This design comes from an exercise in tuning for small area, a short achievable clock period and few clock cycles on the open sky130 flow, not from production work.
Function was checked by simulation only, so behaviour that the tests miss may differ from the original.
Power is estimated from default activity; no workload was simulated.

Design pwe_encoder, start of the top module:
module pwe_encoder (
    input  wire         clk,
    input  wire         rst,
    input  wire         req_valid,
    output wire         req_ready,
    input  wire [15:0]  req_opcode,
    input  wire [15:0]  req_version,
    input  wire [31:0]  req_request_id,
    input  wire [31:0]  f_status,
    input  wire [31:0]  f_word,
    input  wire [31:0]  f_vnet_id,
    input  wire [15:0]  f_vlan_id,
    input  wire [15:0]  f_port,
    input  wire [7:0]   f_src_prefix_len,
    input  wire [7:0]   f_dst_prefix_len,
    input  wire [47:0]  f_mac,
    input  wire [47:0]  f_mac2,
    input  wire [127:0] f_ip,
    input  wire [127:0] f_ip2,
    output wire         tx_valid,
    input  wire         tx_ready,
    output wire [7:0]   tx_data,
    output wire         tx_last,
    output reg          ev_valid,
    output wire [7:0]   ev_code,
    output wire [15:0]  ev_opcode,
    output wire [31:0]  ev_request_id
);
Size: roughly 1200 cells after synthesis, roughly 140 flip-flops, roughly 630 I/O pins, about 11000 µm² of cells after synthesis.
export LEC_CHECK = 0
export CAP_MARGIN = 20
export CORE_MARGIN = 2
export CORE_UTILIZATION = 30
export PLACE_DENSITY = 0.4
export SETUP_SLACK_MARGIN = 3.2
export SLEW_MARGIN = 20
create_clock -name core_clock -period 6.0 [get_ports {clk}]
standard.sh (not shown) runs the stock make flow with config.mk's settings and CLKGATE_MAP_FILE= SYNTH_SCRIPT=/design/flow/synth_recipe.tcl, a recipe that flattens the netlist after the stock synthesis.
==> flow/flow/run.sh <==
#!/bin/bash
# Standard ORFS layout; the port buffers are the smallest buffer cell
# (buf_1) instead of the cell buffer_ports picks by default.
set -euo pipefail
bash standard.sh "BUFFER_PORTS_ARGS=-buffer_cell sky130_fd_sc_hd__buf_1" finish > orfs_make.log 2>&1
Testbench counts at the start, summed over its fixed seeds: cycles 147,057.
Change:
PLACE_DENSITY = 0.5   (was 0.4)
Effect:
- The new run completed without violations
- final area decreases by about 0.6%
- critical path depth is unchanged
- clock-buffer cell count goes down by 2
- via count decreases by about 1.5%
- power came out higher by 2.8%
- register-to-register slack improves by 40 ps
- wire length falls by 2.8%
- cell count stays the same
- area after synthesis is unchanged
- global-route usage came out lower by 1.3 points
Change:
GPL_TIMING_DRIVEN = 0   (was not set)
What happened:
- area after synthesis is unchanged
- worst setup slack is worse by 91 ps
- synthesized cell count does not change
- register-to-register slack loses 110 ps
- total power came out higher by 2.2%
- cell area goes up by 3.6%
- flip-flop and latch count is unchanged
- hold slack gets worse by 4.8 ps
Change:
CTS_BUF_LIST = sky130_fd_sc_hd__clkbuf_8   (was not set)
GPL_TIMING_DRIVEN = not set   (was 0)
Outcome: Sequential power stays flat. Final area fell by 4.5%. Clock-buffer cell count fell by 1. Combinational power fell by about 2%. Clock power fell by about 25%. Via count fell by about 4.6%. Total power fell by about 3.7%. Core utilization fell by 2.0 points.


pwe_encoder again, from the RTL that the note above started with.
clock: 6.0 ns
lec_check: 0
cap_margin: 5
core_margin: 2
core_utilization: 30
place_density: 0.5
setup_slack_margin: 3.2
slew_margin: 5
Scripts as last shown in full above: flow/flow/run.sh
Testbench counts at the start, summed over its fixed seeds: cycles 147,057.
Next try:
CAP_MARGIN = 20   (was 5)
SETUP_SLACK_MARGIN = 3.5   (was 3.2)
SLEW_MARGIN = 20   (was 5)
Combinational power rises by 28%.
Flip-flop and latch count stays the same.
Clock power barely changes.
Clock skew drops by 0.014 ns.
Design area came out higher by 9.6%.
Total power grows by 22%.
Non-clock buffer count went up by 59.
Hold slack loses 0.0034 ns.
Area after synthesis does not change.


== ember ==
pwe_encoder, a different RTL version from the one above (not shown whole).
Size in the first run: ~1200 cells after synthesis, roughly 140 flip-flops, ~630 I/O pins.
==> flow/config.mk <==
export PLATFORM = sky130hd
export DESIGN_NAME = pwe_encoder
export DESIGN_NICKNAME = pwe_encoder
export VERILOG_FILES = /design/flow/design.v
export SDC_FILE = /design/flow/constraint.sdc
export NUM_CORES = 4
export LEC_CHECK = 0
export CAP_MARGIN = 20
export CORE_MARGIN = 2
export CORE_UTILIZATION = 30
export PLACE_DENSITY = 0.5
export SETUP_SLACK_MARGIN = 3.2
export SLEW_MARGIN = 20
export TNS_END_PERCENT = 0
==> flow/constraint.sdc <==
create_clock -name core_clock -period 6.0 [get_ports {clk}]
set_input_delay 1.2000 -clock core_clock [delete_from_list [all_inputs] [get_ports {clk}]]
set_output_delay 1.2000 -clock core_clock [all_outputs]
set_load 0.01 [all_outputs]
Scripts as last shown in full above: flow/flow/run.sh
ember ran to completion and came out clean on the timing, DRC and antenna checks.
Testbench counts of ember, summed over its fixed seeds: cycles 147,057.
## Diff of input files: willow against ember
Settings: a deleted TNS_END_PERCENT that had been 0; a change of PLACE_DENSITY from 0.5 to 0.7; a change of CORE_UTILIZATION from 30 to 34.
Notes after the runs:
A critical path endpoint of hw_r[5] is what willow shows, while hw_r[12] belongs to ember.
From ember to willow the numbers moved as follows: slew at the pin closest to its max-slew limit went up by 0.20 ns; final worst setup slack went up by 0.086 ns; sequential share of layout area went down by 0.49 points; starting density of the core went up by 3.9 points; vertical extent of the die went down by 5.9%.
#### Input delta (raven over willow)
Settings: a change of PLACE_DENSITY from 0.7 to 0.5; a change of CORE_UTILIZATION from 34 to 30.
--- outcome ---
Looking at critical-path cell with the highest stage delay, the nor4_1 result is from raven; the a22oi_1 one comes from willow. On register-to-register slack, raven does better than willow. Between raven and willow, number of vias in the routed layout is lower for raven, willow comes in above that. Delta (raven minus willow): power share of the combinational group fell 1.0 points, final period utilization fell 1.2 points.
### raven -> quartz
Settings: SETUP_SLACK_MARGIN changed from 3.2 to 3.0.
Results
The fraction of power spent switching nets of quartz exceeds that of raven by 0.71 points. quartz vs. raven: synthesized-area fraction occupied by ao, oa, aoi and oai cells held steady; overall routing resource usage has remained practically unchanged; count of buffers not belonging to the clock network in the layout fell by 26; flip-flop and latch share of the layout cell area climbed 0.67 points. On quartz: final worst slack is 0.32 ns lower than what raven gave.

-- re-timing with driven ports --
The results above use ideal ports. As a check the final layouts listed here were re-extracted and re-timed, cells and wires unchanged.
Step 1: set_driving_cell puts a clkbuf_16 on clk and a buf_2 on each other input, an assumption about the parent block.
Step 2 moves the port delays by t, midway between the first and last clock arrival at a register: inputs arrive t later, outputs are due t later. That takes back most of the time a late clock gives input paths.
Three values: no drivers, after step 1, after step 2; two values: the first two.
| run | t, ns | setup WS [ns] | worst setup path at the end | worst data-port slew with drivers (ns) |
|---|---|---|---|---|
| the first run of note 1 | 0.491 | 3.127 / 3.127 / 2.674 | input to register | 0.17 |
| the second run of note 1 | 0.484 | 3.147 / 3.144 / 2.659 | input to register | 0.26 |
| the third run of note 1 | 0.512 | 3.056 / 3.056 / 2.674 | input to register | 0.18 |
| the fourth run of note 1 | 0.538 | 3.057 / 3.058 / 2.542 | input to register | 0.24 |
| the first run of note 2 | 0.495 | 3.151 / 3.151 / 2.735 | input to register | 0.25 |
| the second run of note 2 | 0.502 | 3.263 / 3.263 / 2.916 | input to register | 0.17 |
| ember | 0.505 | 2.942 / 2.982 / 2.477 | input to register | 0.17 |
| willow | 0.494 | 3.029 / 3.029 / 2.564 | input to register | 0.18 |
| raven | 0.514 | 3.103 / 3.144 / 2.629 | input to register | 0.17 |
| quartz | 0.518 | 2.782 / 2.782 / 2.423 | input to register | 0.17 |
After both steps setup and hold are still met in every run listed. For the fourth run of note 1, which loses most, drivers alone change the setup slack by +0.001 ns; drivers and shift together by -0.515 ns.
